This design comes from an exercise in tuning for a short achievable clock period and few clock cycles on the open sky130 flow, not from production work.
Only simulation tests tie the RTL to the original design; equivalence was not proved.
Power figures rest on the tool's default switching activity, not on a simulated workload.

==> try-garnet <==
Design cie_cpu, start of the top module:
module cie_cpu (
    input  wire        clk,
    input  wire        rst,           
    output wire        mem_req,
    output wire        mem_we,
    output wire [15:0] mem_addr,
    output wire [15:0] mem_wdata,
    input  wire        mem_ready,
    input  wire [15:0] mem_rdata,
    output wire        in_ready,
    input  wire        in_valid,
    input  wire [15:0] in_data,
    output wire        out_valid,
    output wire [15:0] out_data,
    output wire        halted,
    output wire        err,
    output wire [15:0] err_word,
    output wire [15:0] acc,
    output wire [15:0] ix,
    output wire [15:0] pc,
    output wire        flag_e,
    output wire        alu_z,
    output wire        alu_n,
    output wire        alu_c,
    output wire        alu_v
);
clock: 7.0 ns
lec_check: 0
cap_margin: 20
core_margin: 2
core_utilization: 35
setup_slack_margin: 3.5
slew_margin: 20
tns_end_percent: 100
run.sh (not shown) runs the stock make flow with config.mk's settings and CLKGATE_MAP_FILE= SYNTH_SCRIPT=/design/flow/synth_recipe.tcl, a recipe that flattens the netlist after the stock synthesis.
==> inputs of try-yarrow, as changes to try-garnet <==
--- a/flow/design.v
+++ b/flow/design.v
@@ -43,16 +43,18 @@
     reg        s_opnd;      
     reg        s_data;      
     reg        s_ind;       
     reg        s_store;     
     reg        s_idx;       
+    reg        s_storen;    
     reg        r_req, r_we, r_halt, r_halt_o, r_err;
     reg [15:0] r_ar, r_pc, r_ir;
     reg [15:0] r_acc, r_ix;
     reg        r_e, r_c, r_v, r_z;
     reg [15:0] r_res;       
-    reg [15:0] o_acc, o_ix, o_pc;
+    reg [15:0] o_ix, o_pc;
+    reg [15:0] o_accn, e_accn;
     reg [NX-1:0] p_op;
     reg          p_imm, p_mem, p_ind, p_ldx, p_sto, p_jmp, p_jpe, p_jpn;
     reg          xv;
     reg [NX-1:0] x_op;
     reg          x_sub;
@@ -63,14 +65,15 @@
     localparam IB = 5;
     reg [NI-1:0] ic_v;
     reg [15-IB:0] ic_tag [0:NI-1];
     reg [15:0]   ic_d   [0:NI-1];
     reg [15:0]   q0, q1;
+    reg [15:0]   q1n;            
     reg          q0v, q1v;
     reg [3:0]    bad;            
     wire [15:0] w   = mem_rdata;
-    wire [15:0] w0  = s_store ? q0 : mem_rdata;
+    wire [15:0] w0  = s_storen ? mem_rdata : q0;
     wire        lng = w0[15];
     wire [6:0]  bo  = w0[14:8];
     reg          d_valid, d_end, d_imm, d_mem, d_ind, d_ldx, d_sto, d_jmp, d_jpe, d_jpn;
     reg          d_reg, d_out, d_sub;
     reg [NX-1:0] d_op;
@@ -124,61 +127,58 @@
     reg [NE-1:0] c_hz;           
     reg [15:0]   c_tag [0:NE-1];
     reg [15:0]   c_dat [0:NE-1];
     reg [PW-1:0] c_ptr;
     reg [15:0]   c_fa;           
-    reg [NE-1:0] hit8, hitw, hitq, hitr, smask;
+    reg [NE-1:0] hit8, hitw, hitq, hitr;
     reg [15:0]   dat8, datw, datq;
     integer i;
     always @(*)
-        for (i = 0; i < NE; i = i + 1) begin
-            hitr[i]  = c_v[i] & (c_tag[i] == c_fa);
-            smask[i] = s_store & hitr[i];
-        end
+        for (i = 0; i < NE; i = i + 1)
+            hitr[i] = c_v[i] & (c_tag[i] == c_fa);
     always @(*) begin
         dat8 = 16'd0;
         datw = 16'd0;
         datq = 16'd0;
         for (i = 0; i < NE; i = i + 1) begin
-            hit8[i] = c_v[i] & c_hz[i] & ~smask[i] & (c_tag[i][7:0] == w0[7:0]);
-            hitq[i] = c_v[i] & ~smask[i] & (c_tag[i] == q1);
+            hit8[i] = c_v[i] & c_hz[i] & (c_tag[i][7:0] == w0[7:0]);
+            hitq[i] = c_v[i] & ((c_tag[i] ^ q1n) == 16'hFFFF);
             datq = datq | ({16{hitq[i]}} & c_dat[i]);
             hitw[i] = c_v[i] & (c_tag[i] == w);
             dat8 = dat8 | ({16{hit8[i]}} & c_dat[i]);
             datw = datw | ({16{hitw[i]}} & c_dat[i]);
         end
     end
     wire h8 = |hit8;
     wire hw = |hitw;
     wire hq = |hitq;
-    wire hr = |hitr;
     wire [15:0] x_bb  = x_b ^ {16{x_sub}};
     wire [16:0] x_sum = {1'b0, r_acc} + {1'b0, x_bb} + {16'd0, x_sub};
     wire        x_big = |x_b[15:4];
     wire [15:0] x_shl = x_big ? 16'd0 : (r_acc << x_b[3:0]);
     wire [15:0] x_shr = x_big ? 16'd0 : (r_acc >> x_b[3:0]);
-    wire        x_go  = xv & ~(x_op[XIN] & ~in_valid);
+    wire        x_go  = xv & ~(x_inw & ~in_valid);
     wire [15:0] x_res = ({16{x_op[XA] | x_op[XS] | x_op[XC]}} & x_sum[15:0])
                       | ({16{x_op[XN]}}  & (r_acc & x_b))
                       | ({16{x_op[XO]}}  & (r_acc | x_b))
                       | ({16{x_op[XE]}}  & (r_acc ^ x_b))
                       | ({16{x_op[XSL]}} & x_shl)
                       | ({16{x_op[XSR]}} & x_shr);
     wire x_arith = x_op[XA] | x_op[XS] | x_op[XC];
     wire x_cy    = x_arith & (x_sum[16] ^ x_sub);
     wire x_ov    = x_arith & (r_acc[15] == x_bb[15]) & (x_sum[15] != r_acc[15]);
-    wire x_eq    = (r_acc == x_b);
+    wire x_eq    = &(e_accn ^ x_b);        
     assign e_fwd = (xv & x_op[XC]) ? x_eq : r_e;         
     wire x_wacc = x_op[XL] | x_op[XA] | x_op[XS] | x_op[XN] | x_op[XO] | x_op[XE]
                 | x_op[XSL] | x_op[XSR] | x_op[XIN];
     wire x_wix  = x_op[XR] | x_op[XM] | x_op[XI];
     wire [15:0] x_accn = ({16{x_op[XL]}}  & x_b)
                        | ({16{x_op[XIN]}} & in_data)
                        | x_res;
     wire [15:0] x_ixn  = x_op[XR] ? x_b : x_op[XM] ? r_acc : (r_ix + x_b);
     wire mem_stall = r_req & ~mem_ready;
-    wire in_stall  = xv & x_op[XIN] & ~in_valid;
+    wire in_stall  = x_inw & ~in_valid;    
     wire adv       = ~r_halt & ~mem_stall & ~in_stall;
     wire [15:0] pc1 = r_pc + 16'd1;
     wire [15:0] pc2 = r_pc + 16'd2;
     wire [15:0] pc3 = r_pc + 16'd3;
     wire [15:0] w8  = {8'd0, w0[7:0]};
@@ -208,11 +208,12 @@
     wire o_ldx  = s_opnd & p_ldx;
     wire o_sto  = s_opnd & p_sto;
     wire o_seq  = s_opnd & ~(p_mem | p_ldx | p_sto) & ~o_jt;   
     wire cu    = (f_any & d_mem) | (s_opnd & p_mem) | (s_data & p_ind);
     wire hsel  = sf ? (lng ? hq : h8) : hw;
-    wire hit   = cu & hsel;
+    wire s_key = s_store & (lng ? (q1[3:0] == c_fa[3:0]) : (w0[3:0] == c_fa[3:0]));
+    wire hit   = cu & hsel & ~s_key;
     wire ind1  = sf ? d_ind : (s_opnd & p_ind);            
     wire [15:0] datc = sf ? (lng ? datq : dat8) : datw;
     wire xv_m    = f_x | (f_l1 & d_imm) | o_x | (s_data & ~p_ind) | s_ind;
     wire fetch_m = f_x | (f_sh & d_jj) | (f_l1 & (d_imm | d_jj)) | o_seq | o_jt |
                    (s_data & ~p_ind) | s_ind | (s_store & ~dq);
@@ -253,10 +254,14 @@
     wire        q_mv  = adv & (dec | s_opnd);
     wire [15:0] q0_n  = f_l1 ? ir2 : ir1;
     wire [15:0] q1_n  = f_l1 ? ir3 : ir2;
     wire        q0v_n = ~taken & (f_l1 ? iv2 : iv1);
     wire        q1v_n = ~taken & (f_l1 ? iv3 : iv2);
+    wire [15:0] tq  = q1 + 16'd1;
+    wire [15:0] irt = ic_d[tq[IB-1:0]];
+    wire        ivt = ic_v[tq[IB-1:0]] & (ic_tag[tq[IB-1:0]] == tq[15:IB]) &
+                      ~(st_done & (c_fa == tq));
     wire [3:0] bad_n =
           (f_sh & d_sto) ? {w8 == pc4, w8 == pc3, w8 == pc2, w8 == pc1} :
           (f_l1 & d_sto) ? {q1 == pc5, q1 == pc4, q1 == pc3, q1 == pc2} :
                            {w == pc4,  w == pc3,  w == pc2,  w == pc1};
     wire [15:0] b_n =
@@ -292,20 +297,21 @@
             for (e = 0; e < NI; e = e + 1)
                 if (st_done & ic_wt[e])
                     ic_d[e] <= r_acc;
             if (q_mv) begin
                 q0v <= q0v_n;
-                q1v <= q1v_n;
+                q1v <= l_jt ? ivt : q1v_n;
             end else if (st_done) begin
                 q0v <= q0v & ~bad[0];
                 q1v <= q1v & ~bad[1];
             end
             if (adv) fa_ok <= 1'b1;
         end
         if (q_mv) begin
             q0 <= q0_n;
-            q1 <= q1_n;
+            q1  <= l_jt ? irt : q1_n;
+            q1n <= ~(l_jt ? irt : q1_n);
         end
         if (adv & n_store)
             bad <= bad_n;
     end
     wire        c_fill = (s_store | s_data | s_ind) & mem_ready;
@@ -315,13 +321,16 @@
     always @(posedge clk) begin
         if (rst) begin
             c_v   <= {NE{1'b0}};
             c_ptr <= {PW{1'b0}};
         end else if (c_fill) begin
-            if (!hr) c_ptr <= c_ptr + 1'b1;
+            c_ptr <= c_ptr + 1'b1;
+            for (i = 0; i < NE; i = i + 1)
+                if (hitr[i] & (c_ptr != i))
+                    c_v[i] <= 1'b0;
             for (i = 0; i < NE; i = i + 1)
-                if (hr ? hitr[i] : (c_ptr == i)) begin
+                if (c_ptr == i) begin
                     c_v[i]   <= 1'b1;
                     c_hz[i]  <= (c_fa[15:8] == 8'd0);
                     c_tag[i] <= c_fa;
                     c_dat[i] <= c_fd;
                 end
@@ -333,21 +342,23 @@
             s_opnd   <= 1'b0;
             s_data   <= 1'b0;
             s_ind    <= 1'b0;
             s_store  <= 1'b0;
             s_idx    <= 1'b0;
+            s_storen <= 1'b1;
             r_req    <= 1'b1;
             r_we     <= 1'b0;
             r_halt   <= 1'b0;
             r_halt_o <= 1'b0;
             r_err    <= 1'b0;
             r_ar     <= 16'd0;
             r_pc     <= 16'd0;
             r_ir     <= 16'd0;
             r_acc    <= 16'd0;
             r_ix     <= 16'd0;
-            o_acc    <= 16'd0;
+            o_accn   <= 16'hFFFF;
+            e_accn   <= 16'hFFFF;
             o_ix     <= 16'd0;
             o_pc     <= 16'd0;
             r_e      <= 1'b0;
             r_c      <= 1'b0;
             r_v      <= 1'b0;
@@ -373,11 +384,12 @@
             r_z      <= (r_res == 16'd0);
             o_pc     <= pc_n;
             if (x_go) begin
                 if (x_wacc) r_acc <= x_accn;
                 if (x_wix)  r_ix  <= x_ixn;
-                o_acc <= x_wacc ? x_accn : r_acc;
+                o_accn <= ~(x_wacc ? x_accn : r_acc);
+                if (x_wacc) e_accn <= ~x_accn;
                 o_ix  <= x_wix  ? x_ixn  : r_ix;
                 if (x_op[XF]) begin
                     r_res <= x_res;
                     r_c   <= x_cy;
                     r_v   <= x_ov;
@@ -392,10 +404,11 @@
                 s_opnd  <= n_opnd;
                 s_data  <= n_data;
                 s_ind   <= n_ind;
                 s_store <= n_store;
                 s_idx   <= n_idx;
+                s_storen <= ~n_store;
                 r_we    <= n_store;
                 r_ar    <= ar_n;
                 xv      <= iss;
                 x_op    <= sf ? d_op : p_op;
                 x_sub   <= sf ? d_sub : p_op[XS] | p_op[XC];
@@ -425,18 +438,18 @@
         end
     end
     assign mem_req   = r_req;
     assign mem_we    = r_we & ~rst;       
     assign mem_addr  = r_ar;
-    assign mem_wdata = o_acc;
+    assign mem_wdata = ~o_accn;
     assign in_ready  = x_inw;
     assign out_valid = x_out;
-    assign out_data  = o_acc;
+    assign out_data  = ~o_accn;
     assign halted   = r_halt_o;
     assign err      = r_err;
     assign err_word = r_ir;
-    assign acc      = o_acc;
+    assign acc      = ~o_accn;
     assign ix       = o_ix;
     assign pc       = o_pc;
     assign flag_e   = r_e;
     assign alu_z    = r_z;
     assign alu_n    = r_res[15];
==> notes.md <==
quantity                                                                                 try-garnet      try-yarrow
Power drawn by the sequential cells                                                         11.5 mW         11.9 mW
Crit path largest cell delay                                                                0.55 ns         0.61 ns
Clock transition time at the flip-flop clock pins of the worst setup and hold paths         0.07 ns         0.06 ns
Total stage count of the critical path                                                           14              13
Fraction of power consumed by combinational cells                                             0.384           0.391
Die width                                                                                  567.8 µm        589.6 µm
Setup Buffers After CTS                                                                         498             359
Result of the run                                                                    finished clean  finished clean
Met2 track utilization from global routing                                                   0.4866          0.4788
Die height                                                                                 567.8 µm        589.6 µm
PnR worst setup slack                                                                      2.938 ns        2.908 ns
Iteration-0 DRC Markers                                                                      18.37k          18.81k
Switching share of power                                                                     0.3596          0.3697
Wire length of the first global-routing pass                                             795,500 µm      824,500 µm
Testbench counts of try-garnet, summed over its fixed seeds: cycles 94,983.
Testbench counts of try-yarrow, summed over its fixed seeds: cycles 94,970.

re-timing with driven ports:
How much do the figures lean on ideal ports? The routed layouts below were timed once more, with nothing changed but the port constraints. Step 1, drivers: a clkbuf_16 drives clk and a buf_2 each remaining input, both assumed. Step 2 adds t to the input delays and takes it off the output delays; t is the mean of the earliest and latest rising clock arrival at the registers after step 1. Input paths then give back, and output paths get back, about the clock's delay inside the block. Slacks: no drivers / after step 1 / after step 2; pairs: no drivers / after step 1.
| run | t, ns | setup slack, ns | hold slack, ns | slew at the worst register clock pin (ns) | worst slew at a driven data input, ns |
|---|---|---|---|---|---|
| try-garnet | 1.009 | 2.938 / 2.938 / 2.048 | 0.430 / 0.430 / 0.430 | 0.08 / 0.08 | 0.29 |
| try-yarrow | 1.058 | 2.908 / 2.908 / 2.064 | 0.436 / 0.436 / 0.436 | 0.08 / 0.08 | 0.32 |
After both steps setup and hold are still met in every run listed. For try-garnet, which loses most, drivers alone change the setup slack by 0.000 ns; drivers and shift together by -0.890 ns.
